This is an optimization exercise on Yosys and OpenROAD, whose aim is small area, not a production implementation. At most, simulation tests tie the RTL to the original design; equivalence was not proved. The RTL of runs 2 to 5 was laid out without a check of its function. Power is estimated from default activity; no workload was simulated.

==> flow/design.v <==
module zacwire_rx (
    input  wire        clk,
    input  wire        rst,
    input  wire [1:0]  cfg_profile,    
    input  wire [15:0] cfg_rate,       
    input  wire        ev_valid,
    input  wire [32:0] ev_word,
    input  wire        cmd_valid,
    input  wire [66:0] cmd_word,
    output wire        cmd_ready,
    output reg         rsp_valid,
    output wire [34:0] rsp_word
);
    localparam [2:0] PH_IDLE     = 3'd0,
                     PH_START    = 3'd1,
                     PH_RECV     = 3'd2,
                     PH_PARITY   = 3'd3,
                     PH_COMPLETE = 3'd4,
                     PH_ERROR    = 3'd5;
    localparam [2:0] ST_OK = 3'd0, ST_NOTCONN = 3'd1, ST_MISREAD = 3'd2,
                     ST_BEGINFAIL = 3'd3, ST_BADOP = 3'd4;
    localparam [37:0] C_FULL   = 38'd200000000000;    
    localparam [37:0] C_NARROW = 38'd70000000000;     
    wire        prof14 = cfg_profile[0];
    wire        narrow = cfg_profile[1];
    wire [3:0]  d_bits = prof14 ? 4'd14 : 4'd13;
    wire [13:0] p_mask = prof14 ? 14'h3FFF : 14'h07FF;
    reg [2:0]  phase;
    reg [3:0]  bit_pos;
    reg        par_acc;
    reg [13:0] acc;
    reg        lev;
    reg [31:0] let_ts;
    reg [10:0] thr;
    reg [13:0] vbits;           
    reg        vvalid;
    reg        hbv;
    reg [31:0] hbts;
    reg        repv;
    reg [13:0] repp;
    reg [31:0] rept;            
    reg        armed;
    localparam [2:0] E_IDLE = 3'd0, E_NW = 3'd1, E_WIN = 3'd2, E_R1 = 3'd3,
                     E_PL = 3'd4, E_PE = 3'd5, E_DIV = 3'd6;
    reg [2:0]  est;
    reg [4:0]  ofs;             
    reg [31:0] nreg;            
    reg [3:0]  dc;              
    reg        bel;             
    reg [1:0]  cz;              
    reg [3:0]  th1, th2;        
    reg [1:0]  th3;
    reg        conn;
    reg [13:0] preg;            
    reg        pv;
    reg [1:0]  kind;            
    reg [2:0]  rstat;
    reg [5:0]  cnt;
    reg        b1, b2;
    reg [17:0] acca;
    reg [13:0] rr;
    reg [7:0]  expo;
    reg        lead;
    reg [4:0]  sc;
    reg [22:0] frac;
    wire [2:0]  cmd_op  = cmd_word[66:64];
    wire [31:0] cmd_now = cmd_word[63:32];
    wire [31:0] cmd_tmo = cmd_word[31:0];
    wire        op_slow = (cmd_op == 3'd3) || (cmd_op == 3'd4);
    assign cmd_ready = ((est == E_IDLE) && !op_slow) || ((est == E_WIN) && (dc == 4'd10));
    wire   cmd_fire  = cmd_valid && cmd_ready;
    wire begin_ok = cmd_fire && (cmd_op == 3'd0) && cmd_word[0];
    wire end_cmd  = cmd_fire && (cmd_op == 3'd1);
    wire        armed_c = begin_ok ? 1'b1 : (end_cmd ? 1'b0 : armed);
    wire [2:0]  phase_c = begin_ok ? PH_IDLE : phase;
    wire        lev_c   = begin_ok ? 1'b0 : lev;
    wire        ev_rise  = ev_word[32];
    wire [31:0] ev_ts    = ev_word[31:0];
    wire [31:0] interval = ev_ts - let_ts;
    wire        is_gap   = (|interval[31:10]) || (interval[9:0] > 10'd1000);
    wire        bit_val  = {1'b0, interval[9:0]} < thr;
    wire [3:0]  bit_pos_inc = bit_pos + 4'd1;
    wire ev_act   = ev_valid && armed_c && lev_c && !is_gap && ev_rise;
    wire pub      = ev_act && (phase_c == PH_PARITY) &&
                    ((bit_val != par_acc) || (bit_pos == d_bits));
    wire hb_we    = ev_act && (phase_c == PH_PARITY) &&
                    (bit_val == par_acc) && (bit_pos == d_bits);
    always @(posedge clk) begin
        if (rst) begin
            phase  <= PH_IDLE;
            lev    <= 1'b0;
            thr    <= 11'd0;
            vbits  <= 14'd0;
            vvalid <= 1'b0;
            hbv    <= 1'b0;
            armed  <= 1'b0;
        end else begin
            armed <= armed_c;
            phase <= phase_c;
            lev   <= lev_c;
            if (ev_valid && armed_c) begin
                let_ts <= ev_ts;
                if (!lev_c) begin
                    lev <= 1'b1;
                end else if (is_gap) begin
                    phase   <= PH_START;
                    acc     <= 14'd0;
                    par_acc <= 1'b0;
                    bit_pos <= 4'd0;
                end else if (ev_rise) begin
                    case (phase_c)
                        PH_START: begin
                            thr   <= {1'b0, interval[9:0]} + {2'b00, thr[10:2]};
                            phase <= PH_RECV;
                        end
                        PH_RECV: begin
                            acc     <= {acc[12:0], bit_val} & (prof14 ? 14'h3FFF : 14'h1FFF);
                            par_acc <= par_acc ^ bit_val;
                            bit_pos <= bit_pos_inc;
                            if (bit_pos_inc == 4'd9 || bit_pos_inc == d_bits)
                                phase <= PH_PARITY;
                        end
                        PH_PARITY: begin
                            if (bit_val != par_acc) begin
                                phase <= PH_ERROR;
                            end else begin
                                par_acc <= 1'b0;
                                if (bit_pos == d_bits) phase <= PH_COMPLETE;
                                else                   phase <= PH_RECV;
                            end
                        end
                        default: ;
                    endcase
                end
            end
            if (pub) begin
                vbits  <= acc;
                vvalid <= (bit_val == par_acc);
            end
            if (hb_we) hbv <= 1'b1;
        end
    end
    always @(posedge clk)
        if (hb_we) hbts <= ev_ts;
    reg [3:0] now_d, hb_d, tmo_d;
    always @(*) begin
        case (dc[2:0])
            3'd0: begin now_d = cmd_now[3:0];   hb_d = hbts[3:0];   tmo_d = cmd_tmo[3:0];   end
            3'd1: begin now_d = cmd_now[7:4];   hb_d = hbts[7:4];   tmo_d = cmd_tmo[7:4];   end
            3'd2: begin now_d = cmd_now[11:8];  hb_d = hbts[11:8];  tmo_d = cmd_tmo[11:8];  end
            3'd3: begin now_d = cmd_now[15:12]; hb_d = hbts[15:12]; tmo_d = cmd_tmo[15:12]; end
            3'd4: begin now_d = cmd_now[19:16]; hb_d = hbts[19:16]; tmo_d = cmd_tmo[19:16]; end
            3'd5: begin now_d = cmd_now[23:20]; hb_d = hbts[23:20]; tmo_d = cmd_tmo[23:20]; end
            3'd6: begin now_d = cmd_now[27:24]; hb_d = hbts[27:24]; tmo_d = cmd_tmo[27:24]; end
            default: begin now_d = cmd_now[31:28]; hb_d = hbts[31:28]; tmo_d = cmd_tmo[31:28]; end
        endcase
    end
    wire        dhi    = dc[3];                        
    wire        dfirst = (dc == 4'd0);
    wire [4:0]  el_s   = {1'b0, now_d} - {1'b0, hb_d} - {4'd0, bel & !dfirst};
    wire [3:0]  el_d   = dhi ? 4'd0 : el_s[3:0];
    wire [13:0] tw     = {dhi ? 4'd0 : tmo_d,
                          dfirst ? 4'd0 : th1,
                          (dc < 4'd2) ? 4'd0 : th2,
                          (dc < 4'd3) ? 2'd0 : th3};    
    reg [1:0] zc [0:4];
    reg [3:0] zb;
    integer j;
    always @(*) begin
        zc[0] = dfirst ? 2'd2 : cz;
        for (j = 0; j < 4; j = j + 1) begin
            {zc[j+1], zb[j]} = {2'b00, tw[j]} + {2'b00, tw[j+7]} + {2'b00, ~tw[j+5]}
                             + {2'b00, ~el_d[j]} + {1'b0, zc[j]};
        end
    end
    wire conn_now = hbv && !zb[3];
    wire [13:0] pm   = preg & p_mask;
    wire [13:0] dp   = (pm > repp) ? (pm - repp) : (repp - pm);
    wire        klo  = !cnt[5];                                   
    wire        n0   = nreg[0];
    wire        r0   = rept[0];
    wire        nt   = prof14 ? nreg[18] : nreg[21];
    wire        rt   = prof14 ? rept[18] : rept[21];
    wire        tval = prof14 ? (cnt >= 6'd14 && cnt < 6'd46) : (cnt >= 6'd11 && cnt < 6'd43);
    wire        dt0  = klo & (n0 ^ r0 ^ b1);
    wire        b1n  = (~n0 & r0) | (~(n0 ^ r0) & b1);
    wire        dtn  = tval & (nt ^ rt ^ b2);
    wire        b2n  = tval & ((~nt & rt) | (~(nt ^ rt) & b2));
    wire        upos = dtn & ~dt0;
    wire        uneg = ~dtn & dt0;
    wire        ck   = (cnt < 6'd38) && (narrow ? C_NARROW[cnt] : C_FULL[cnt]);
    wire [18:0] opx  = upos ? {3'b000, cfg_rate} : (uneg ? ~{3'b000, cfg_rate} : 19'd0);
    wire [18:0] opd  = ck ? ~{5'd0, dp} : 19'd0;
    wire [18:0] asum = {acca[17], acca} + opx + opd + {18'd0, uneg} + {18'd0, ck};
    wire [21:0] xs     = narrow ? ({pm, 6'd0} + {6'd0, pm, 2'd0} + {7'd0, pm, 1'd0})
                                : ({pm, 7'd0} + {1'd0, pm, 6'd0} + {4'd0, pm, 3'd0});
    wire [19:0] lowm   = narrow ? (prof14 ? 20'd163830 : 20'd20470)
                                : (prof14 ? 20'd819150 : 20'd102350);
    wire [22:0] ndiff  = {1'b0, xs} - {3'd0, lowm};
    wire        nneg   = ndiff[22];
    wire [21:0] nabs   = nneg ? (~ndiff[21:0] + 22'd1) : ndiff[21:0];
    wire        nbit   = (cnt < 6'd22) ? nabs[5'd21 - cnt[4:0]] : 1'b0;
    wire [4:0]  rnd_s  = prof14 ? 5'd10 : 5'd13;                 
    wire        dbit   = nbit | (lead && (sc >= rnd_s));
    wire [14:0] rp     = {rr, dbit};
    wire [14:0] rinc   = rp + 15'd1;
    wire        qb     = prof14 ? rinc[14] : rinc[11];
    wire [13:0] rnext  = qb ? (rinc[13:0] & p_mask) : rp[13:0];
    assign rsp_word[34:32] = rstat;
    assign rsp_word[31:0]  = (kind == 2'd1) ? {pv, 17'd0, preg} :
                             (kind == 2'd2) ? {31'd0, conn} :
                             (kind == 2'd3) ? {nneg, expo, frac} : 32'd0;
    always @(posedge clk) begin
        nreg <= (est == E_NW && ofs == 5'd31) ? cmd_now : {nreg[0], nreg[31:1]};
        rept <= {rept[0], rept[31:1]};
        ofs  <= ofs + 5'd1;
        rsp_valid <= 1'b0;
        case (est)
            E_IDLE: begin
                if (cmd_valid) begin
                    if (cmd_op == 3'd3) begin
                        est <= E_WIN;
                        dc  <= 4'd0;
                    end else if (cmd_op == 3'd4) begin
                        est <= E_NW;
                    end else begin
                        rsp_valid <= 1'b1;
                        kind      <= 2'd0;
                        case (cmd_op)
                            3'd0: rstat <= cmd_word[0] ? ST_OK : ST_BEGINFAIL;
                            3'd1: rstat <= ST_OK;
                            3'd2: begin
                                rstat <= ST_OK;
                                kind  <= 2'd1;
                                preg  <= vbits;
                                pv    <= vvalid;
                            end
                            default: rstat <= ST_BADOP;
                        endcase
                    end
                end
            end
            E_NW: begin
                if (ofs == 5'd31) begin
                    est <= E_WIN;
                    dc  <= 4'd0;
                end
            end
            E_WIN: begin
                th1 <= tw[13:10];
                th2 <= th1;
                th3 <= th2[3:2];
                bel <= el_s[4];
                cz  <= zc[4];
                dc  <= dc + 4'd1;
                if (dc == 4'd10) begin
                    conn <= conn_now;
                    if (cmd_op == 3'd3) begin
                        rsp_valid <= 1'b1;
                        rstat     <= ST_OK;
                        kind      <= 2'd2;
                        est       <= E_IDLE;
                    end else begin
                        preg <= vbits;
                        pv   <= vvalid;
                        est  <= E_R1;
                    end
                end else if (hb_we) begin
                    dc <= 4'd0;
                end
            end
            E_R1: begin
                kind <= 2'd0;
                cnt  <= 6'd0;
                rr   <= 14'd0;
                expo <= 8'd148;
                lead <= 1'b0;
                sc   <= 5'd0;
                if (!conn) begin
                    rsp_valid <= 1'b1;
                    rstat     <= ST_NOTCONN;
                    est       <= E_IDLE;
                end else if (!pv) begin
                    rsp_valid <= 1'b1;
                    rstat     <= ST_MISREAD;
                    est       <= E_IDLE;
                end else if (!repv) begin
                    est <= E_DIV;
                end else if (ofs == 5'd31) begin
                    est  <= E_PL;
                    acca <= 18'd0;
                    b1   <= 1'b0;
                    b2   <= 1'b0;
                end
            end
            E_PL: begin
                acca <= asum[18:1];
                b1   <= b1n;
                b2   <= b2n;
                cnt  <= cnt + 6'd1;
                if (cnt == 6'd45) est <= E_PE;
            end
            E_PE: begin
                cnt <= 6'd0;
                if (acca[17]) begin
                    rsp_valid <= 1'b1;
                    rstat     <= ST_MISREAD;
                    est       <= E_IDLE;
                end else begin
                    est <= E_DIV;
                end
            end
            E_DIV: begin
                rr  <= rnext;
                cnt <= cnt + 6'd1;
                if (!lead) begin
                    if (qb) lead <= 1'b1;
                    else    expo <= expo - 8'd1;
                end else begin
                    frac <= {frac[21:0], qb};
                    sc   <= sc + 5'd1;
                    if (sc == 5'd22) begin
                        rsp_valid <= 1'b1;
                        rstat     <= ST_OK;
                        kind      <= 2'd3;
                        est       <= E_IDLE;
                        rept      <= {nreg[0], nreg[31:1]};
                        repp      <= pm;
                    end
                end
            end
            default: est <= E_IDLE;
        endcase
        if (rst) begin
            est       <= E_IDLE;
            rsp_valid <= 1'b0;
            ofs       <= 5'd0;
        end
    end
    always @(posedge clk) begin
        if (rst)
            repv <= 1'b0;
        else if (est == E_DIV && lead && sc == 5'd22)
            repv <= 1'b1;
    end
endmodule
==> flow/run.sh <==
#!/bin/bash
# synth_recipe.tcl (not shown) runs the flow's synth.tcl, then flattens the netlist and writes it again
# the make line also repeats each setting of config.mk as NAME=value (left out here)
make -C /OpenROAD-flow-scripts/flow DESIGN_CONFIG=/design/flow/config.mk WORK_HOME=/design/flow/orfs CLKGATE_MAP_FILE= SYNTH_SCRIPT=/design/flow/synth_recipe.tcl finish
==> flow/config.mk <==
export PLATFORM = sky130hd
export DESIGN_NAME = zacwire_rx
export DESIGN_NICKNAME = zacwire_rx
export VERILOG_FILES = /design/flow/design.v
export SDC_FILE = /design/flow/constraint.sdc
export NUM_CORES = 4
export LEC_CHECK = 0
export CAP_MARGIN = 20
export CORE_MARGIN = 2
export CORE_UTILIZATION = 40
export PLACE_DENSITY = 0.6
export SLEW_MARGIN = 20
==> flow/constraint.sdc <==
create_clock -name core_clock -period 20.0 [get_ports {clk}]
set_input_delay 4.0000 -clock core_clock [delete_from_list [all_inputs] [get_ports {clk}]]
set_output_delay 4.0000 -clock core_clock [all_outputs]
set_load 0.01 [all_outputs]
==> metrics.md, run 1 <==
| Metric | Value |
|---|---|
| Die area | `0.0592 mm2` |
| Avg Cell Area, Syn | `9.78 um2` |
| CP endpoint kind | `primary output` |
| Worst R2R Start | `preg[1]$_DFFE_PP_` |
| Max IR drop VDD | `65.9 uV` |
| Hold WS | `430 ps` |
| Clock root cell | `clkbuf_16` |
| Leak Pwr | `0.0107 uW` |
| Mapped Cells | `2343` |
| Required time of the critical path | `16000 ps` |
| Clock Latency Late Sink | `550 ps` |
| Crit-path max FO | `23` |
| Cell variety after synth | `115` |
| Clock slew at reported path FFs | `60 ps` |
| Yosys Warn Count | `2` |
| Seq/Total Area, Yosys | `37.0%` |
| Status | `finished clean` |
| CTS hold repair buffers | `0` |
| Area leader, netlist | `edfxtp_1` |
| Hold_sp | `vbits[0]$_SDFFE_PP0P_` |
| H-Tree Depth | `2` |
| Post-Layout Cell Count | `3256` |
| Core ar. | `0.0565 mm2` |
| PwrDens | `82.1 mW/mm2` |
| CP peak stage delay | `560 ps` |
| DRC Markers | `0` |
| I/O pin cnt | `159` |
| P_sw | `732 uW` |
| Syn Nets | `2693` |
| Area Growth Syn to Fin | `15.5%` |
| Post-synth top area share | `27.8%` |
| FFs w/ async S/R, synth | `0%` |
| Post-DP HPWL | `44400 um` |
| Min-delay worst type | `register to register` |
| Die Y-Extent | `243 um` |
| Layout net count | `2821` |
| Slew @ Worst Pin | `994 ps` |
| GRT Total Usage | `19.7%` |
| Port Buffer Count | `158` |
| Clk buf depth | `3` |
| DRT iter0 DRCs | `1015` |
| Sequential share of power | `34.3%` |
| DIE WIDTH | `243 um` |
| Num CTS Buffers | `39` |
| Clock power frac | `31.6%` |
| CP Class | `primary input to primary output` |
| Number of synthesized flops with an enable pin | `212` |
| Top FF cell, synth | `edfxtp_1` |
| DRT Pass-1 Iters | `4` |
| Fin. max-slew vios | `0` |
| Ant diodes | `0` |
| # setup viols final | `0` |
| Vias | `17700` |
| WL per Instance | `18.1 um` |
| Worst EP arrival | `9900 ps` |
| Comb power frac | `34.1%` |
| CTS tree | `built` |
| Synth top cells by count | `inv_1, edfxtp_1, nor2_1` |
| Post-CTS Setup Repair Bufs | `0` |
| Vias in the first global route | `17900` |
| Fin. Hold Viols | `0` |
| # Max-Cap Violations | `0` |
| Sum Neg Setup Slack | `0 ps` |
| Mapped Area | `0.0229 mm2` |
| Grt ovf | `0` |
| RSZ-0062 raised after global routing | `false` |
| Largest net degree at the start of global routing | `54` |
| Count leader, synth | `inv_1` |
| Post-cts resize count | `0` |
| Tmin final | `13900 ps` |
| Antenna violations before repair | `1` |
| Layout cells sized above 1 | `9.04%` |
| Type of element launching the critical path | `primary input` |
| Final WL | `59100 um` |
| Clock skew | `18.3 ps` |
| Via density | `5.45` |
| Slew headroom | `33.5%` |
| Synth area leaders | `edfxtp_1, ha_1, dfxtp_1` |
| Sw Share | `33.7%` |
| Int Pwr | `1440 uW` |
| CP max-delay cell | `clkdlybuf4s50_1` |
| Routability cong. | `0.860` |
| R2r setup slk | `10740 ps` |
| Setup crit start | `cfg_profile[0]` |
| Period utilisation layout | `69.5%` |
| Placed cells | `3186` |
| Initial Utilization | `40.6%` |
| Post-DRT Antenna Nets | `0` |
| Synthesized flop and latch total | `318` |
| FP Rows | `87` |
| Sink Count | `318` |
| Fmax | `72.0 MHz` |
| First-pass GRT wire length | `95000 um` |
## per-layer routing
metal	track usage, %	part of all wire (%)	up-vias
met3	2.58	4.1	76
met2	34.7	50	313
met1	25.4	44	8659
met4	5.30	2.1	2
li1	-	-	8693
met5	0	0.024	-
## power groups by stage
stage / Clock [uW] / Combinational [uW] / Sequential (uW)
5_1_grt: 731 / 827 / 747
4_1_cts: 709 / 745 / 745
2_1_floorplan: 0 / 534 / 745
3_5_place_dp: 0 / 739 / 758
6_report: 687 / 740 / 745
3_3_place_gp: 0 / 725 / 758
## registers in the layout (all words and copies together), names as in the netlist, 5 cells and up
register  cells
frac         23
rr           14
rept         32
ofs           5
thr          11
sc            5
acc          14
repp         14
preg         14
acca         18
hbts         32
let_ts       32
expo          8
cnt           6
vbits        14
nreg         32
## stage by stage
stage	total power, uW	setup WS [ps]	cell area [um2]	util, %
floorplan	1280	8160	22900	-
global placement	1480	6240	25200	44.6
detailed placement	1500	6070	25200	44.7
CTS	2200	6070	26500	46.8
global route	2300	5550	26500	46.8
finish	2170	6100	26500	46.8
## cells in the final DEF, fill, tap and decap left out, types with 11 or more instances in the layout
cell type and count:
and3_1 40, ha_1 172, xnor2_1 75, nand3_1 42
clkdlybuf4s50_1 157, edfxtp_1 212, nor3_1 38, nor2_1 196
a22oi_1 21, clkbuf_16 40, fa_1 56, o211ai_1 14
inv_1 215, mux2_2 91, a221oi_1 15, o21bai_1 26
o21ai_0 72, nor2b_1 46, dfxtp_1 106, a31oi_1 21
buf_4 24, a21o_1 55, mux2i_1 59, or3_1 19
nand2b_1 22, o21ai_1 13, nand2_1 130, nand4_1 19
a21oi_1 144, o21a_1 22, and2_1 32, xor2_1 48
a211oi_1 14, clkbuf_1 11
## critical path, delay by kind of cell
| family | cells | cell delay [ps] |
|---|---|---|
| buffers and inverters | 5 | 1700 |
| AO/OA/AOI/OAI | 7 | 1260 |
| multiplexers | 1 | 150 |
| AND/OR/NAND/NOR | 8 | 1430 |
| adder cells (fa/ha/maj) | 3 | 1180 |
| XOR/XNOR | 1 | 140 |
## cell type report
cell class              count  area (um2)
flip-flops and latches    318        8490
fillers                  5362       30000
repair buffers            183        1770
clock inverters            16         145
multi-input cells        1709       13200
clock buffers              54        1080
inverters                 220         826
well taps                 756         946
## worst paths after layout
path | to | depth (start not counted)
setup / recovery | rsp_word[31] | 25
hold reg to reg | preg[0]$_DFFE_PP_ | 0
hold / removal | preg[0]$_DFFE_PP_ | 0
setup reg to reg | expo[6]$_SDFFCE_PN0P_ | 38
## logic make-up after synthesis
| kind of cell | after synthesis | share of synthesized area, % |
|---|---|---|
| buffers and inverters | 316 | 5.38 |
| AND/OR/NAND/NOR | 654 | 14.7 |
| flip-flops | 318 | 37.0 |
| multiplexers | 150 | 7.05 |
| adder cells (fa/ha/maj) | 233 | 14.5 |
| AO/OA/AOI/OAI | 548 | 16.6 |
| XOR/XNOR | 124 | 4.77 |
==> run 2: changes to the inputs <==
--- a/flow/design.v
+++ b/flow/design.v
@@ -40,9 +40,9 @@
     reg [13:0] repp;
     reg [31:0] rept;            
     reg        armed;
-    localparam [2:0] E_IDLE = 3'd0, E_NW = 3'd1, E_WIN = 3'd2, E_R1 = 3'd3,
-                     E_PL = 3'd4, E_PE = 3'd5, E_DIV = 3'd6;
-    reg [2:0]  est;
+    localparam [3:0] E_IDLE = 4'd0, E_NW = 4'd1, E_WIN = 4'd2, E_R1 = 4'd3,
+                     E_PL = 4'd4, E_PE = 4'd5, E_F1 = 4'd6, E_F2 = 4'd7, E_F3 = 4'd8;
+    reg [3:0]  est;
     reg [4:0]  ofs;             
     reg [31:0] nreg;            
     reg [3:0]  dc;              
@@ -59,10 +59,10 @@
     reg        b1, b2;
     reg [17:0] acca;
     reg [13:0] rr;
-    reg [7:0]  expo;
+    reg [7:0]  ireg;
+    reg        sgn;
     reg        lead;
     reg [4:0]  sc;
-    reg [22:0] frac;
     wire [2:0]  cmd_op  = cmd_word[66:64];
     wire [31:0] cmd_now = cmd_word[63:32];
     wire [31:0] cmd_tmo = cmd_word[31:0];
@@ -175,7 +175,8 @@
     end
     wire conn_now = hbv && !zb[3];
     wire [13:0] pm   = preg & p_mask;
-    wire [13:0] dp   = (pm > repp) ? (pm - repp) : (repp - pm);
+    wire [14:0] pdif = {1'b0, pm} - {1'b0, repp};
+    wire        pds  = pdif[14];                                  
     wire        klo  = !cnt[5];                                   
     wire        n0   = nreg[0];
     wire        r0   = rept[0];
@@ -189,30 +190,53 @@
     wire        upos = dtn & ~dt0;
     wire        uneg = ~dtn & dt0;
     wire        ck   = (cnt < 6'd38) && (narrow ? C_NARROW[cnt] : C_FULL[cnt]);
-    wire [18:0] opx  = upos ? {3'b000, cfg_rate} : (uneg ? ~{3'b000, cfg_rate} : 19'd0);
-    wire [18:0] opd  = ck ? ~{5'd0, dp} : 19'd0;
-    wire [18:0] asum = {acca[17], acca} + opx + opd + {18'd0, uneg} + {18'd0, ck};
-    wire [21:0] xs     = narrow ? ({pm, 6'd0} + {6'd0, pm, 2'd0} + {7'd0, pm, 1'd0})
-                                : ({pm, 7'd0} + {1'd0, pm, 6'd0} + {4'd0, pm, 3'd0});
-    wire [19:0] lowm   = narrow ? (prof14 ? 20'd163830 : 20'd20470)
-                                : (prof14 ? 20'd819150 : 20'd102350);
-    wire [22:0] ndiff  = {1'b0, xs} - {3'd0, lowm};
-    wire        nneg   = ndiff[22];
-    wire [21:0] nabs   = nneg ? (~ndiff[21:0] + 22'd1) : ndiff[21:0];
-    wire        nbit   = (cnt < 6'd22) ? nabs[5'd21 - cnt[4:0]] : 1'b0;
+    wire [18:0] opx  = (upos | uneg) ? ({3'b000, cfg_rate} ^ {19{uneg}}) : 19'd0;
+    wire [18:0] opd  = ck ? ({{4{pdif[14]}}, pdif} ^ {19{~pds}}) : 19'd0;
+    wire [18:0] asum = {acca[17], acca} + opx + opd + {18'd0, uneg} + {18'd0, ck & ~pds};
+    wire [3:0]  nm1    = prof14 ? 4'd13 : 4'd10;                  
+    wire        pbit   = pm[nm1 - cnt[3:0]];
     wire [4:0]  rnd_s  = prof14 ? 5'd10 : 5'd13;                 
-    wire        dbit   = nbit | (lead && (sc >= rnd_s));
-    wire [14:0] rp     = {rr, dbit};
-    wire [14:0] rinc   = rp + 15'd1;
-    wire        qb     = prof14 ? rinc[14] : rinc[11];
-    wire [13:0] rnext  = qb ? (rinc[13:0] & p_mask) : rp[13:0];
+    wire        rbit   = lead && (sc >= rnd_s);
+    wire        f1     = (est == E_F1);
+    wire [7:0]  span   = narrow ? 8'd70 : 8'd200;
+    wire [7:0]  radd   = f1 ? (pbit ? span : 8'd0) : {7'd0, rbit};
+    wire [15:0] rp     = {1'b0, rr, 1'b0} + {8'd0, radd};
+    wire [15:0] mval   = prof14 ? 16'd16383 : 16'd2047;
+    wire        qge1   = rp >= mval;
+    wire        qge2   = rp >= {mval[14:0], 1'b0};
+    wire [1:0]  qd     = qge2 ? 2'd2 : (qge1 ? 2'd1 : 2'd0);
+    wire [15:0] rsub   = rp + {14'd0, qd};
+    wire [13:0] rnext  = rsub[13:0] & p_mask;
+    wire [7:0]  inext  = {ireg[6:0], 1'b0} + (f1 ? {6'd0, qd} : 8'd0);
+    wire [7:0]  lowc   = narrow ? 8'd10 : 8'd50;
+    wire [8:0]  idif   = {1'b0, ireg} - {1'b0, lowc};
+    wire        ineg   = idif[8];
+    wire        rzero  = (rr == 14'd0);
+    wire [7:0]  ifix   = ineg ? (~idif[7:0] + {7'd0, rzero}) : idif[7:0];
+    wire [13:0] rfix   = (ineg && !rzero) ? (~rr & p_mask) : rr;
+    wire        sbit   = cnt[5:3] == 3'd0 ? ireg[7] : qge1;      
+    wire [7:0]  expo   = 8'd158 - {2'd0, cnt};
+    wire [22:0] frac;
+    genvar g;
+    generate
+        for (g = 0; g < 23; g = g + 1) begin : g_frac
+            assign frac[g] = nreg[31 - g];
+        end
+    endgenerate
     assign rsp_word[34:32] = rstat;
     assign rsp_word[31:0]  = (kind == 2'd1) ? {pv, 17'd0, preg} :
                              (kind == 2'd2) ? {31'd0, conn} :
-                             (kind == 2'd3) ? {nneg, expo, frac} : 32'd0;
+                             (kind == 2'd3) ? {sgn, expo, frac} : 32'd0;
+    wire commit = ((est == E_R1) && conn && pv && !repv) ||
+                  ((est == E_PE) && !acca[17]);
+    wire f3push = (est == E_F3) && lead;
     always @(posedge clk) begin
-        nreg <= (est == E_NW && ofs == 5'd31) ? cmd_now : {nreg[0], nreg[31:1]};
-        rept <= {rept[0], rept[31:1]};
+        if (est == E_NW && ofs == 5'd31)
+            nreg <= cmd_now;
+        else
+            nreg <= {f3push ? sbit : nreg[0], nreg[31:1]};
+        rept <= commit ? {nreg[0], nreg[31:1]} : {rept[0], rept[31:1]};
+        if (commit) repp <= pm;
         ofs  <= ofs + 5'd1;
         rsp_valid <= 1'b0;
         case (est)
@@ -273,9 +297,7 @@
                 kind <= 2'd0;
                 cnt  <= 6'd0;
                 rr   <= 14'd0;
-                expo <= 8'd148;
-                lead <= 1'b0;
-                sc   <= 5'd0;
+                ireg <= 8'd0;
                 if (!conn) begin
                     rsp_valid <= 1'b1;
                     rstat     <= ST_NOTCONN;
@@ -285,7 +307,7 @@
                     rstat     <= ST_MISREAD;
                     est       <= E_IDLE;
                 end else if (!repv) begin
-                    est <= E_DIV;
+                    est <= E_F1;
                 end else if (ofs == 5'd31) begin
                     est  <= E_PL;
                     acca <= 18'd0;
@@ -307,25 +329,37 @@
                     rstat     <= ST_MISREAD;
                     est       <= E_IDLE;
                 end else begin
-                    est <= E_DIV;
+                    est <= E_F1;
                 end
             end
-            E_DIV: begin
-                rr  <= rnext;
+            E_F1: begin
+                rr   <= rnext;
+                ireg <= inext;
+                cnt  <= cnt + 6'd1;
+                if (cnt[3:0] == nm1) est <= E_F2;
+            end
+            E_F2: begin
+                sgn  <= ineg;
+                ireg <= ifix;
+                rr   <= rfix;
+                cnt  <= 6'd0;
+                sc   <= 5'd0;
+                lead <= 1'b0;
+                est  <= E_F3;
+            end
+            E_F3: begin
+                ireg <= {ireg[6:0], 1'b0};
+                if (cnt[5:3] != 3'd0) rr <= rnext;
                 cnt <= cnt + 6'd1;
                 if (!lead) begin
-                    if (qb) lead <= 1'b1;
-                    else    expo <= expo - 8'd1;
+                    if (sbit) lead <= 1'b1;
                 end else begin
-                    frac <= {frac[21:0], qb};
-                    sc   <= sc + 5'd1;
+                    sc <= sc + 5'd1;
                     if (sc == 5'd22) begin
                         rsp_valid <= 1'b1;
                         rstat     <= ST_OK;
                         kind      <= 2'd3;
                         est       <= E_IDLE;
-                        rept      <= {nreg[0], nreg[31:1]};
-                        repp      <= pm;
                     end
                 end
             end
@@ -340,7 +374,7 @@
     always @(posedge clk) begin
         if (rst)
             repv <= 1'b0;
-        else if (est == E_DIV && lead && sc == 5'd22)
+        else if (commit)
             repv <= 1'b1;
     end
 endmodule
==> run 2 against run 1 <==
Compared with the run above: still clean on timing, DRC and antenna; critical path depth up 6; total power fell by 23%; clock power down 5.5%; combinational power decreased by 54%; die area fell by 14%; non-clock buffer count grew 4; first-iteration DRC count increased by 17%; utilization up 0.64 points; worst hold slack hardly changed; largest cell class unchanged; largest power group unchanged.
==> metrics.md, run 2 <==
| Metric | Value |
|---|---|
| Post-DRT Antenna Nets | `0` |
| Num CTS Buffers | `35` |
| Avg Cell Area, Syn | `9.82 um2` |
| Layout cells sized above 1 | `8.88%` |
| Routability cong. | `0.940` |
| DRT iter0 DRCs | `1190` |
| Clock power frac | `38.8%` |
| Sum Neg Setup Slack | `0 ps` |
| Cell variety after synth | `87` |
| FFs w/ async S/R, synth | `0%` |
| Core ar. | `0.0487 mm2` |
| CTS tree | `built` |
| WL per Instance | `20.3 um` |
| Sink Count | `297` |
| Pre-CTS setup slack | `8320 ps` |
| Most frequent cells in the layout | `edfxtp_1, nor2_1, clkdlybuf4s50_1` |
| CP Class | `primary input to register` |
| Count leader, synth | `edfxtp_1` |
| Mapped Area | `0.0197 mm2` |
| Post-cts resize count | `0` |
| Synth area leaders | `edfxtp_1, dfxtp_1, ha_1` |
| Fmax | `88.4 MHz` |
| I/O pin cnt | `159` |
| Crit-path max FO | `19` |
| Clock skew | `18.5 ps` |
| DRC Markers | `0` |
| Tmin final | `11310 ps` |
| Status | `finished clean` |
| Initial Utilization | `40.4%` |
| Post-DP HPWL | `44200 um` |
| Crit-path leading delay family | `adder cells` |
| Vias in the first global route | `15400` |
| Via density | `5.58` |
| Worst EP arrival | `11560 ps` |
| FP Rows | `81` |
| Sw Share | `28.3%` |
| Slew @ Worst Pin | `945 ps` |
| Vias | `15800` |
| Port Buffer Count | `158` |
| # setup viols final | `0` |
| CTS hold repair buffers | `0` |
| Crit path buffers/inverters | `5` |
| First-pass GRT wire length | `88200 um` |
| Grt ovf | `0` |
| Fin. Hold Viols | `0` |
| Min-delay worst type | `register to register` |
| Top FF cell, synth | `edfxtp_1` |
| Number of synthesized flops with an enable pin | `190` |
| Seq. cell area | `0.00785 mm2` |
| Area leader, netlist | `edfxtp_1` |
| CP peak stage delay | `580 ps` |
| Synthesized flop and latch total | `297` |
| Clock slew at reported path FFs | `60 ps` |
| Syn Nets | `2299` |
| Type of element launching the critical path | `primary input` |
| Clk buf depth | `3` |
| Fin. max-slew vios | `0` |
| Most common cell after layout, fill and taps aside | `edfxtp_1` |
| Die area | `0.0511 mm2` |
| P_sw | `472 uW` |
| CP max-delay cell | `fa_1` |
| CP dominant cell by count | `ha_1` |
| Mapped Cells | `2007` |
| Die Y-Extent | `226 um` |
| # Max-Cap Violations | `0` |
| # fillers | `4536` |
| DIE WIDTH | `226 um` |
| RSZ-0062 raised after global routing | `false` |
| Max IR drop VDD | `65.6 uV` |
| Layout net count | `2429` |
| Seq/Total Area, Yosys | `39.8%` |
| DRT Pass-1 Iters | `6` |
| Comb power frac | `20.4%` |
| Period utilisation layout | `56.5%` |
| Antenna violations before repair | `7` |
| Hold WS | `429 ps` |
| Sequential share of power | `40.8%` |
| Post-synth top area share | `28.9%` |
| Largest net degree at the start of global routing | `46` |
| Required time of the critical path | `20250 ps` |
| CP endpoint kind | `register` |
| Post-CTS Setup Repair Bufs | `0` |
| Synth top cells by count | `edfxtp_1, nor2_1, nand2_1` |
| GRT Total Usage | `22.4%` |
| Final WL | `57500 um` |
| Final worst-path setup slack | `8690 ps` |
| Slew headroom | `37.0%` |
| H-Tree Depth | `2` |
| PwrDens | `72.2 mW/mm2` |
| Clock Latency Late Sink | `560 ps` |
| Leak Pwr | `0.00900 uW` |
| Clock root cell | `clkbuf_16` |
| Yosys Warn Count | `2` |
| Multi-input gate area | `0.0110 mm2` |
| Area Growth Syn to Fin | `17.4%` |
| Int Pwr | `1200 uW` |
==> run 2: cell types whose count changed after synthesis, moves of 23 or more <==
cell,delta
a21o_1,-25
nand2_1,+23
inv_1,-85
nor2_1,-36
a21oi_1,-30
ha_1,-39
==> run 2: power by group through the flow <==
stage                     Clock (uW)  Sequential, uW  Combinational [uW]
after floorplan                    0             686                 224
after CTS                        665             681                 341
after global placement             0             694                 332
after detailed placement           0             695                 339
after global routing             688             683                 376
final                            649             682                 340
==> run 2: path summary, 6_finish.rpt <==
check | from | to | cells past startpoint | slack [ps]
worst max register to register | cnt[0]$_SDFFCE_PN0P_ | rr[6]$_SDFFCE_PN0P_ | 28 | 12650
worst max-delay path | cfg_profile[0] | rr[6]$_SDFFCE_PN0P_ | 31 | 8690
worst min-delay path | vbits[13]$_SDFFE_PP0P_ | preg[13]$_DFFE_PP_ | 0 | 430
worst min register to register | vbits[13]$_SDFFE_PP0P_ | preg[13]$_DFFE_PP_ | 0 | 430
==> run 2: logic make-up (layout without fill, tap and decap cells) <==
group | count (synthesis) | in the layout | share of synthesized area, %
and+or+nand+nor | 640 | 640 | 16.5
AOI/OAI and AO/OA | 425 | 425 | 14.5
DFF | 297 | 297 | 39.8
buffers and inverters | 225 | 380 | 4.44
adders and majority gates | 170 | 170 | 12.2
xor gates and xnor gates | 128 | 128 | 5.69
muxes | 122 | 122 | 6.84
other | 0 | 4 | 0
==> run 2: area by class of cell <==
type,instances,area share (%)
Tap cell,664,3.59
Timing Repair Buffer,187,7.80
Antenna cell,4,0.0432
Sequential cell,297,33.9
Inverter,131,2.12
Clock buffer,45,4.44
Multi-Input combinational cell,1485,47.6
Clock inverter,17,0.551
==> run 2: per-stage QoR <==
| stage | area [um2] | cells | utilization (%) | power (uW) |
|---|---|---|---|---|
| 3_3_place_gp | 22000 | 2763 | 45.1 | 1030 |
| 5_1_grt | 23100 | 2826 | 47.5 | 1750 |
| 4_1_cts | 23100 | 2825 | 47.4 | 1690 |
| 2_1_floorplan | 19700 | 2007 | - | 909 |
| 6_report | 23200 | 2830 | 47.5 | 1670 |
| 3_5_place_dp | 22000 | 2763 | 45.1 | 1030 |
==> run 2: per-layer routing <==
layer / routed length (um) / vias to the layer above / part of all wire [%] / track usage [%]
li1: - / 7574 / - / -
met1: 25100 / 7625 / 44 / 29.7
met2: 27100 / 512 / 47 / 37.6
met3: 3910 / 81 / 6.8 / 4.01
met4: 1350 / 6 / 2.4 / 6.41
met5: 36 / - / 0.063 / 0
==> run 3: changes to the inputs <==
--- a/flow/config.mk
+++ b/flow/config.mk
@@ -5,8 +5,9 @@
 export SDC_FILE = /design/flow/constraint.sdc
 export NUM_CORES = 4
 export LEC_CHECK = 0
+export ABC_AREA = 1
 export CAP_MARGIN = 20
 export CORE_MARGIN = 2
-export CORE_UTILIZATION = 40
-export PLACE_DENSITY = 0.6
+export CORE_UTILIZATION = 70
+export PLACE_DENSITY = 0.8
 export SLEW_MARGIN = 20
==> run 3 against run 2 <==
Compared with the run above: sequential share of layout area grew 0.61 points; largest cell class unchanged; final cell count is 8.5% higher; critical endpoint is now rr[12]$_SDFFCE_PN0P_; largest power group unchanged; combinational power rose by 29%.
==> metrics.md, run 3 <==
| Metric | Value |
|---|---|
| Top FF cell, synth | `edfxtp_1` |
| H-Tree Depth | `1` |
| GRT Total Usage | `39.7%` |
| CTS tree | `built` |
| Syn Nets | `2809` |
| CP Class | `primary input to register` |
| Period utilisation layout | `53.8%` |
| Final WL | `58500 um` |
| Tmin final | `10760 ps` |
| Synth area leaders | `edfxtp_1, dfxtp_1, nand2_1` |
| Layout net count | `2960` |
| Leak Pwr | `0.0103 uW` |
| Post-DRT Antenna Nets | `0` |
| Fin. Hold Viols | `0` |
| FFs w/ async S/R, synth | `0%` |
| RSZ-0062 raised after global routing | `false` |
| Die area | `0.0297 mm2` |
| Clock slew at reported path FFs | `60 ps` |
| Sum Neg Setup Slack | `0 ps` |
| Clock skew | `10.2 ps` |
| Ant diodes | `0` |
| FP Rows | `61` |
| # fillers | `1815` |
| Slew @ Worst Pin | `1030 ps` |
| # Max-Cap Violations | `0` |
| DIE WIDTH | `172 um` |
| CP dominant cell by count | `nand2_1` |
| Cell variety after synth | `61` |
| Clock Latency Late Sink | `580 ps` |
| Post-CTS Setup Repair Bufs | `0` |
| Die Y-Extent | `172 um` |
| Seq. cell area | `0.00785 mm2` |
| Largest net degree at the start of global routing | `56` |
| CP max-delay cell | `clkdlybuf4s50_1` |
| WL per Instance | `19.1 um` |
| Routability cong. | `0.967` |
| Min-delay worst type | `register to register` |
| PwrDens | `74.4 mW/mm2` |
| Slew headroom | `30.7%` |
| Yosys Warn Count | `2` |
| Placed cell area | `0.0218 mm2` |
| Synth top cells by count | `nand2_1, inv_1, nor2_1` |
| Number of synthesized flops with an enable pin | `190` |
| Count leader, synth | `nand2_1` |
| Layout cells sized above 1 | `4.94%` |
| Mapped Cells | `2517` |
| Synthesized flop and latch total | `297` |
| Antenna violations before repair | `0` |
| CP endpoint kind | `register` |
| Area leader, netlist | `edfxtp_1` |
| Port Buffer Count | `158` |
| Mapped Area | `0.0198 mm2` |
| Type of element launching the critical path | `primary input` |
| CTS hold repair buffers | `0` |
| Core ar. | `0.0279 mm2` |
| Initial Utilization | `71.2%` |
| R2r setup slk | `13310 ps` |
| Hold WS | `433 ps` |
| DRT iter0 DRCs | `2271` |
| Clock root cell | `clkbuf_16` |
| Post-synth top area share | `28.8%` |
| Required time of the critical path | `20450 ps` |
| I/O pin cnt | `159` |
| Crit-path max FO | `17` |
| Area Growth Syn to Fin | `14.6%` |
| Sink Count | `297` |
| Most frequent cells in the layout | `nand2_1, inv_1, nor2_1` |
| First-pass GRT wire length | `91500 um` |
| Num CTS Buffers | `31` |
| Grt ovf | `0` |
| Status | `finished clean` |
| Worst EP arrival | `11210 ps` |
| Vias in the first global route | `18300` |
| Post-DP HPWL | `43900 um` |
| Most common cell after layout, fill and taps aside | `nand2_1` |
| Via density | `6.01` |
| Seq/Total Area, Yosys | `39.6%` |
| CP peak stage delay | `920 ps` |
| Avg Cell Area, Syn | `7.88 um2` |
| Clk buf depth | `3` |
| Fin. max-slew vios | `0` |
| DRC Markers | `0` |
| Vias | `18500` |
| Multi-input gate area | `0.0102 mm2` |
| Final Instance Area | `0.0227 mm2` |
| Post-cts resize count | `0` |
| Fmax | `93.0 MHz` |
| Total Power | `1690 uW` |
| # setup viols final | `0` |
| Max IR drop VDD | `81.5 uV` |
| DRT Pass-1 Iters | `8` |
[run 3: worst paths after layout]
| check | startpoint | end | depth (start not counted) |
|---|---|---|---|
| max | cfg_profile[0] | rr[12]$_SDFFCE_PN0P_ | 40 |
| min | rept[1]$_DFF_P_ | rept[0]$_DFF_P_ | 2 |
| max reg2reg | dc[1]$_SDFFCE_PN0P_ | cz[0]$_DFFE_PP_ | 17 |
| min reg2reg | rept[1]$_DFF_P_ | rept[0]$_DFF_P_ | 2 |
[run 3: logic make-up (layout without fill, tap and decap cells)]
kind of cell / count (synthesis) / in the layout / share of synthesized area (%)
flops: 297 / 297 / 39.6
simple gates: 1026 / 1026 / 22.2
fa+ha+maj: 170 / 170 / 12.1
buf+inv: 465 / 640 / 9.00
compound gates: 482 / 482 / 13.7
xor+xnor: 77 / 77 / 3.47
[run 3: report_power, final]
group,leakage [uW],internal (uW),switching (uW)
clock,0.000474,309,246
combinational,0.00722,172,267
sequential,0.00263,680,16.9
[run 3: metal layers]
metal	GRT usage, %	wire length, um
met1	44.7	21100
met2	70.5	28500
met3	6.71	4970
met4	23.5	3960
met5	0	0
[run 3: final cells by class]
class,instances,area share (%)
clock inverters,10,0.275
well taps,378,2.08
repair buffers,169,7.32
flip-flops and latches,297,34.5
multi-input cells,1755,45.0
clock buffers,47,3.95
inverters,414,6.85
[run 3: through the flow]
stage / util (%) / setup slack (ps) / instances
after floorplan: - / 10850 / 2517
after global placement: 78.2 / 9180 / 3013
after detailed placement: 78.2 / 8880 / 3013
after CTS: 81.6 / 9400 / 3070
after global routing: 81.6 / 8640 / 3070
final: 81.6 / 9240 / 3070
[run 3: critical path, delay by kind of cell]
family                   cells  cell delay [ps]
AND/OR/NAND/NOR             19             2440
adder cells (fa/ha/maj)      6             1940
buffers and inverters        9             1760
AO/OA/AOI/OAI                4              620
XOR/XNOR                     2              410
==> run 4: changes to the inputs <==
==> flow/flow/run.sh (new file) <==
#!/bin/bash
# Standard ORFS layout (the standard.sh, standard synthesis unchanged), with
# the port buffers made of the smallest buffer cell instead of the default.
set -euo pipefail
echo 'export BUFFER_PORTS_ARGS = -buffer_cell sky130_fd_sc_hd__buf_1' >> config.mk
bash standard.sh finish > standard_flow.log 2>&1
==> flow/standard.sh (new file) <==
#!/bin/bash
# synth_recipe.tcl (not shown) runs the flow's synth.tcl, then flattens the netlist and writes it again
# the make line also repeats each setting of config.mk as NAME=value (left out here)
make -C /OpenROAD-flow-scripts/flow DESIGN_CONFIG=/design/flow/config.mk WORK_HOME=/design/flow/orfs CLKGATE_MAP_FILE= SYNTH_SCRIPT=/design/flow/synth_recipe.tcl "${@:-finish}"
==> flow/config.mk (replaced) <==
export PLATFORM = sky130hd
export DESIGN_NAME = zacwire_rx
export DESIGN_NICKNAME = zacwire_rx
export VERILOG_FILES = /design/flow/design.v
export SDC_FILE = /design/flow/constraint.sdc
export NUM_CORES = 4
export LEC_CHECK = 0
export CAP_MARGIN = 20
export CORE_MARGIN = 2
export CORE_UTILIZATION = 40
export PLACE_DENSITY = 0.6
export SLEW_MARGIN = 20
export BUFFER_PORTS_ARGS = -buffer_cell sky130_fd_sc_hd__buf_1
removed: flow/run.sh
==> run 4 against run 3 <==
Compared with the run above: clock power rose by 26%; highest routed layer is now met5; via count fell by 14%; worst setup slack got worse by 140 ps; non-clock buffer count rose by 16; die area rose by 72%; register-to-register slack got worse by 590 ps; sequential share of layout area rose by 0.79 points; utilization fell by 36 points; largest cell class unchanged; clock skew rose by 11 ps.
==> metrics.md, run 4 <==
| Metric | Value |
|---|---|
| Status | `finished clean` |
| Required time of the critical path | `20250 ps` |
| Comb power frac | `18.3%` |
| CP max-delay cell | `fa_1` |
| Tmin final | `10900 ps` |
| R2r setup slk | `12720 ps` |
| Worst EP arrival | `11150 ps` |
| CTS hold repair buffers | `0` |
| Number of synthesized flops with an enable pin | `190` |
| Mapped Cells | `2007` |
| First-pass GRT wire length | `87400 um` |
| Sw Share | `28.1%` |
| Post-cts resize count | `0` |
| CP Class | `primary input to register` |
| Post-synth top area share | `28.9%` |
| Hold path endpoint | `preg[2]$_DFFE_PP_` |
| Die area | `0.0511 mm2` |
| Layout cells sized above 1 | `9.02%` |
| Most frequent cells in the layout | `edfxtp_1, nor2_1, buf_1` |
| Clock slew at reported path FFs | `60 ps` |
| WL per Instance | `20.1 um` |
| Vias | `15800` |
| Post-DRT Antenna Nets | `0` |
| Fin. max-slew vios | `0` |
| Hold_sp | `vbits[2]$_SDFFE_PP0P_` |
| Yosys Warn Count | `2` |
| Hold WS | `422 ps` |
| Int Pwr | `1220 uW` |
| FP Rows | `81` |
| # setup viols final | `0` |
| Largest net degree at the start of global routing | `46` |
| Sequential share of power | `40.4%` |
| Slew @ Worst Pin | `1050 ps` |
| GRT Total Usage | `22.3%` |
| Core ar. | `0.0487 mm2` |
| Crit-path max FO | `19` |
| Leak Pwr | `0.00862 uW` |
| H-Tree Depth | `2` |
| Num CTS Buffers | `36` |
| Sink Count | `297` |
| Synth area leaders | `edfxtp_1, dfxtp_1, ha_1` |
| Vias in the first global route | `15400` |
| FFs w/ async S/R, synth | `0%` |
| Seq/Total Area, Yosys | `39.8%` |
| Area Growth Syn to Fin | `12.8%` |
| Area leader, netlist | `edfxtp_1` |
| Port Buffer Count | `158` |
| CP endpoint kind | `register` |
| Min-delay worst type | `register to register` |
| DRT Pass-1 Iters | `5` |
| R2r worst-path depth | `28` |
| Fmax | `91.8 MHz` |
| Initial Utilization | `40.4%` |
| Clock root cell | `clkbuf_16` |
| Routability cong. | `0.961` |
| Synthesized flop and latch total | `297` |
| Max IR drop VDD | `72.9 uV` |
| Cell variety after synth | `87` |
| DRC Markers | `0` |
| Post-CTS Setup Repair Bufs | `0` |
| Avg Cell Area, Syn | `9.82 um2` |
| DIE WIDTH | `226 um` |
| Layout net count | `2428` |
| Syn Nets | `2299` |
| Clock power frac | `41.3%` |
| DRT iter0 DRCs | `1150` |
| Mapped Area | `0.0197 mm2` |
| Worst R2R Start | `cnt[0]$_SDFFCE_PN0P_` |
| PwrDens | `76.1 mW/mm2` |
| WHS Path Cells | `0` |
| Fin. Hold Viols | `0` |
| Count leader, synth | `edfxtp_1` |
| CP dominant cell by count | `ha_1` |
| I/O pin cnt | `159` |
| Slew headroom | `30.0%` |
| # fillers | `4647` |
| Clk buf depth | `3` |
| P_sw | `475 uW` |
| RSZ-0062 raised after global routing | `false` |
| Sum Neg Setup Slack | `0 ps` |
| Reg2reg end | `rr[6]$_SDFFCE_PN0P_` |
| Grt ovf | `0` |
| Antenna violations before repair | `8` |
| Via density | `5.59` |
| Final worst-path setup slack | `9100 ps` |
| Final WL | `56900 um` |
| Die Y-Extent | `226 um` |
| CP peak stage delay | `570 ps` |
| Top FF cell, synth | `edfxtp_1` |
| Most common cell after layout, fill and taps aside | `edfxtp_1` |
| Clock Latency Late Sink | `560 ps` |
| Post-DP HPWL | `43900 um` |
| Synth top cells by count | `edfxtp_1, nor2_1, nand2_1` |
| Final core occ | `45.6%` |
| # Max-Cap Violations | `0` |
| CTS tree | `built` |
| Type of element launching the critical path | `primary input` |
| Clock skew | `21.2 ps` |
| Pre-CTS setup slack | `8640 ps` |
| Period utilisation layout | `54.5%` |
## run 4: cell types whose count changed after synthesis, sizes merged, moves of 39 or more
cell    change
a21oi      -70
clkbuf     +39
inv       -280
mux2       +82
nand2     -399
nand3      -97
nor2       -98
o21ai     -126
xnor2      +60
## run 4: through the flow
| stage | total power (uW) | instance area, um2 | std cells |
|---|---|---|---|
| final | 1690 | 22200 | 2830 |
| after global routing | 1760 | 22200 | 2827 |
| after CTS | 1710 | 22200 | 2826 |
| after detailed placement | 1010 | 21000 | 2761 |
| after global placement | 1000 | 21000 | 2761 |
| after floorplan | 909 | 19700 | 2007 |
## run 4: power groups by stage
stage	Combinational [uW]	Sequential, uW	Clock, uW
after floorplan	224	686	0
after global placement	304	696	0
after detailed placement	309	696	0
after CTS	311	683	712
after global routing	345	685	732
final	310	683	699
## run 4: critical path: cells and delay by family
kind                     cells  cell delay (ps)
AND/OR/NAND/NOR              8             1470
adder cells (fa/ha/maj)      6             2080
multiplexers                 2              610
buffers and inverters        5              820
AO/OA/AOI/OAI                8             1690
XOR/XNOR                     2              450
## run 4: per-layer routing
| layer | GRT usage [%] | wire [um] | up-vias |
|---|---|---|---|
| met2 | 36.4 | 26000 | 476 |
| met5 | 0 | 58 | - |
| li1 | - | - | 7588 |
| met3 | 4.12 | 3500 | 127 |
| met1 | 29.2 | 25200 | 7613 |
| met4 | 8.74 | 2170 | 10 |
## run 4: area by class of cell
type                       count  area, um2  share of cell area [%]
antenna                        3       7.51                  0.0338
clock buffer                  44       1000                    4.51
clock inverter                21        246                    1.11
inverter                     131        492                    2.21
multi-input combinational   1485      11000                    49.5
sequential                   297       7850                    35.3
tap                          664        831                    3.74
timing repair buffer         185        796                    3.58
## run 4: how the worst max path moves through the flow
stage / startpoint / endpoint / cells after the start / slack [ps]
4_1_cts: cfg_profile[0] / rr[6]$_SDFFCE_PN0P_ / 31 / 9180
5_1_grt: cfg_profile[0] / rr[6]$_SDFFCE_PN0P_ / 31 / 8600
3_5_place_dp: cfg_profile[0] / rr[6]$_SDFFCE_PN0P_ / 31 / 8640
3_3_place_gp: cfg_profile[0] / rr[6]$_SDFFCE_PN0P_ / 31 / 8700
6_report: cfg_profile[0] / rr[6]$_SDFFCE_PN0P_ / 31 / 9100
2_1_floorplan: cfg_profile[0] / rr[6]$_SDFFCE_PN0P_ / 27 / 10060
## run 4: kinds of logic after synthesis
group,after synthesis,synth area share [%]
AO/OA/AOI/OAI,425,14.5
XOR/XNOR,128,5.69
adder cells (fa/ha/maj),170,12.2
buffers and inverters,225,4.44
flip-flops,297,39.8
multiplexers,122,6.84
AND/OR/NAND/NOR,640,16.5
==> run 5: changes to the inputs <==
--- a/flow/config.mk
+++ b/flow/config.mk
@@ -8,6 +8,7 @@
 export CAP_MARGIN = 20
 export CORE_MARGIN = 2
 export CORE_UTILIZATION = 40
+export CTS_BUF_LIST = sky130_fd_sc_hd__clkbuf_4
 export PLACE_DENSITY = 0.6
 export SLEW_MARGIN = 20
 export BUFFER_PORTS_ARGS = -buffer_cell sky130_fd_sc_hd__buf_1
==> run 5 against run 4 <==
Compared with the run above: utilization is 0.13 points lower; fmax is 2.5% higher; final cell count is 3.3% higher; still clean; via count grew 2.3%; register-to-register slack is essentially flat; largest cell class unchanged; combinational power barely moved; largest power group is now sequential cells; non-clock buffer count is the same; worst hold slack got worse by 11 ps; critical path type unchanged; count of clock-buffer cells in the layout increased by 84; clock power fell by about 10%; wire length is 0.92% higher.
==> metrics.md, run 5 <==
| Metric | Value |
|---|---|
| Initial Utilization | `40.4%` |
| Clk buf depth | `3` |
| Clock root cell | `clkbuf_4` |
| Post-CTS Setup Repair Bufs | `0` |
| DRC Markers | `0` |
| Top FF cell, synth | `edfxtp_1` |
| Grt ovf | `0` |
| Mapped Area | `0.0197 mm2` |
| Clock Latency Late Sink | `830 ps` |
| H-Tree Depth | `3` |
| PwrDens | `73.0 mW/mm2` |
| CTS tree | `built` |
| Core ar. | `0.0487 mm2` |
| R2r setup slk | `12720 ps` |
| Antenna violations before repair | `10` |
| Fin. Hold Viols | `0` |
| Mapped Cells | `2007` |
| FP Rows | `81` |
| Synth top cells by count | `edfxtp_1, nor2_1, nand2_1` |
| Period utilisation layout | `53.2%` |
| Post-cts resize count | `0` |
| Most frequent cells in the layout | `edfxtp_1, nor2_1, buf_1` |
| R2r worst-path depth | `28` |
| Setup crit start | `cfg_profile[0]` |
| Final WL | `57500 um` |
| FFs w/ async S/R, synth | `0%` |
| Count leader, synth | `edfxtp_1` |
| GRT Total Usage | `22.6%` |
| Clock skew | `70.5 ps` |
| Yosys Warn Count | `2` |
| Worst R2R Start | `cnt[0]$_SDFFCE_PN0P_` |
| Synth area leaders | `edfxtp_1, dfxtp_1, ha_1` |
| Sink Count | `297` |
| Post-synth top area share | `28.9%` |
| Syn Nets | `2299` |
| Slew @ Worst Pin | `1050 ps` |
| Port Buffer Count | `158` |
| Required time of the critical path | `20510 ps` |
| Fin. max-slew vios | `0` |
| DRT iter0 DRCs | `1137` |
| P_sw | `481 uW` |
| Sum Neg Setup Slack | `0 ps` |
| Comb power frac | `19.2%` |
| Seq/Total Area, Yosys | `39.8%` |
| Die area | `0.0511 mm2` |
| Min-delay worst type | `register to register` |
| Layout net count | `2477` |
| Sw Share | `29.7%` |
| Number of synthesized flops with an enable pin | `190` |
| Synthesized flop and latch total | `297` |
| Int Pwr | `1140 uW` |
| RSZ-0062 raised after global routing | `false` |
| Post-DRT Antenna Nets | `0` |
| Vias in the first global route | `15900` |
| Cell variety after synth | `87` |
| I/O pin cnt | `159` |
| Clock power frac | `38.7%` |
| Most common cell after layout, fill and taps aside | `edfxtp_1` |
| Leak Pwr | `0.00871 uW` |
| Fmax | `94.1 MHz` |
| Crit-path max FO | `19` |
| Num CTS Buffers | `85` |
| Final Instance Area | `0.0222 mm2` |
| First-pass GRT wire length | `88300 um` |
| Tmin final | `10630 ps` |
| Vias | `16200` |
| Max IR drop VDD | `39.1 uV` |
| Placed cell area | `0.0210 mm2` |
| Routability cong. | `0.961` |
| CP peak stage delay | `580 ps` |
| WL per Instance | `19.7 um` |
| Worst EP arrival | `11140 ps` |
| Die Y-Extent | `226 um` |
| DIE WIDTH | `226 um` |
| # setup viols final | `0` |
| Largest net degree at the start of global routing | `46` |
| Placed cells | `2761` |
| Area Growth Syn to Fin | `12.5%` |
| Type of element launching the critical path | `primary input` |
| # Max-Cap Violations | `0` |
| Clock slew at reported path FFs | `70 ps` |
| CP Class | `primary input to register` |
| Sequential share of power | `42.2%` |
| CP endpoint kind | `register` |
| CP endpoint | `rr[6]$_SDFFCE_PN0P_` |
| Via density | `5.54` |
| CP max-delay cell | `fa_1` |
| Slew headroom | `29.9%` |
| Reg2reg end | `rr[6]$_SDFFCE_PN0P_` |
| Post-Layout Cell Count | `2923` |
| Status | `finished clean` |
| Avg Cell Area, Syn | `9.82 um2` |
| CTS hold repair buffers | `0` |
| Post-DP HPWL | `43900 um` |
| CP dominant cell by count | `ha_1` |
| Layout cells sized above 1 | `12.3%` |
| DRT Pass-1 Iters | `5` |
| Final core occ | `45.5%` |
| Area leader, netlist | `edfxtp_1` |
==> run 5: cell counts after synthesis <==
No cell type changed its count.
==> run 5: worst max-delay path: cells and delay by family <==
kind,cells,cell delay (ps)
buf+inv,5,810
compound gates,8,1680
fa+ha+maj,6,2090
mux,2,610
simple gates,8,1460
xor+xnor,2,450
==> run 5: power by group through the flow <==
stage	clock (uW)	combinational [uW]	sequential [uW]
after floorplan	0	224	686
after global placement	0	304	696
after detailed placement	0	309	696
after CTS	642	311	683
after global routing	672	345	684
final	626	310	683
==> run 5: logic make-up (layout without fill, tap and decap cells) <==
family          count (synthesis)  count (layout)  share of synthesized area (%)
xor+xnor                      128             128                           5.69
simple gates                  640             640                           16.5
compound gates                425             425                           14.5
buf+inv                       225             471                           4.44
mux                           122             122                           6.84
flops                         297             297                           39.8
other cells                     0               6                              0
fa+ha+maj                     170             170                           12.2
==> run 5: metal layers <==
metal	GRT usage, %	part of all wire (%)	vias to the layer above
li1	-	-	7736
met2	36.6	46	540
met5	0	0.11	-
met1	28.8	43	7769
met4	9.89	3.5	10
met3	5.19	7.0	125
==> run 5: worst min path at each step <==
stage	start	endpoint	slack, ps	cells past startpoint
finish	vbits[12]$_SDFFE_PP0P_	preg[12]$_DFFE_PP_	410	0
global route	th2[2]$_DFFE_PP_	th3[0]$_DFFE_PP_	430	0
CTS	th2[2]$_DFFE_PP_	th3[0]$_DFFE_PP_	420	0
detailed placement	th2[2]$_DFFE_PP_	th3[0]$_DFFE_PP_	410	0
global placement	th2[2]$_DFFE_PP_	th3[0]$_DFFE_PP_	400	0
floorplan	th2[2]$_DFFE_PP_	th3[0]$_DFFE_PP_	400	0
==> run 5: area by class of cell <==
class | count | area, um2
antenna | 6 | 15.0
timing repair buffer | 185 | 796
clock inverter | 27 | 219
clock buffer | 128 | 961
tap | 664 | 831
multi-input combinational | 1485 | 11000
fill | 4710 | 26600
inverter | 131 | 492
sequential | 297 | 7850
==> run 5: metrics by stage <==
| stage | setup WS (ps) | hold WS [ps] | power [uW] |
|---|---|---|---|
| 2_1_floorplan | 10060 | 400 | 909 |
| 3_3_place_gp | 8700 | 402 | 1000 |
| 6_report | 9370 | 412 | 1620 |
| 3_5_place_dp | 8640 | 409 | 1010 |
| 5_1_grt | 8890 | 427 | 1700 |
| 4_1_cts | 9490 | 419 | 1640 |

## static timing again, ports no longer ideal
The flow's constraints put no driver on any port. The routed layouts listed below were extracted and timed again, unchanged, in two steps. Step 1 sets driving cells, clkbuf_16 on the clock port and buf_2 on the other inputs (assumed; they add their load-dependent delay and slew). Step 2 times the ports against the registers' clock, not the clock port: input delays grow and output delays shrink by t, the midpoint of the rising clock arrivals with the driver on. Three values: ideal, step 1, step 2; two values: the first two.
run | shift t [ns] | slack for setup (ns) | slew at the worst register clock pin (ns) | cell pins on the clock port's net
run 1 | 0.598 | 6.102 / 6.082 / 6.082 | 0.06 / 0.06 | 1
run 2 | 0.600 | 8.691 / 8.718 / 8.118 | 0.07 / 0.07 | 1
run 3 | 0.624 | 9.244 / 9.274 / 8.650 | 0.07 / 0.07 | 1
run 4 | 0.609 | 9.104 / 9.136 / 8.527 | 0.07 / 0.07 | 1
run 5 | 0.851 | 9.369 / 9.397 / 8.546 | 0.08 / 0.08 | 1
After both steps setup and hold are still met in every run listed. For run 5, which loses most, drivers alone change the setup slack by +0.028 ns; drivers and shift together by -0.823 ns.
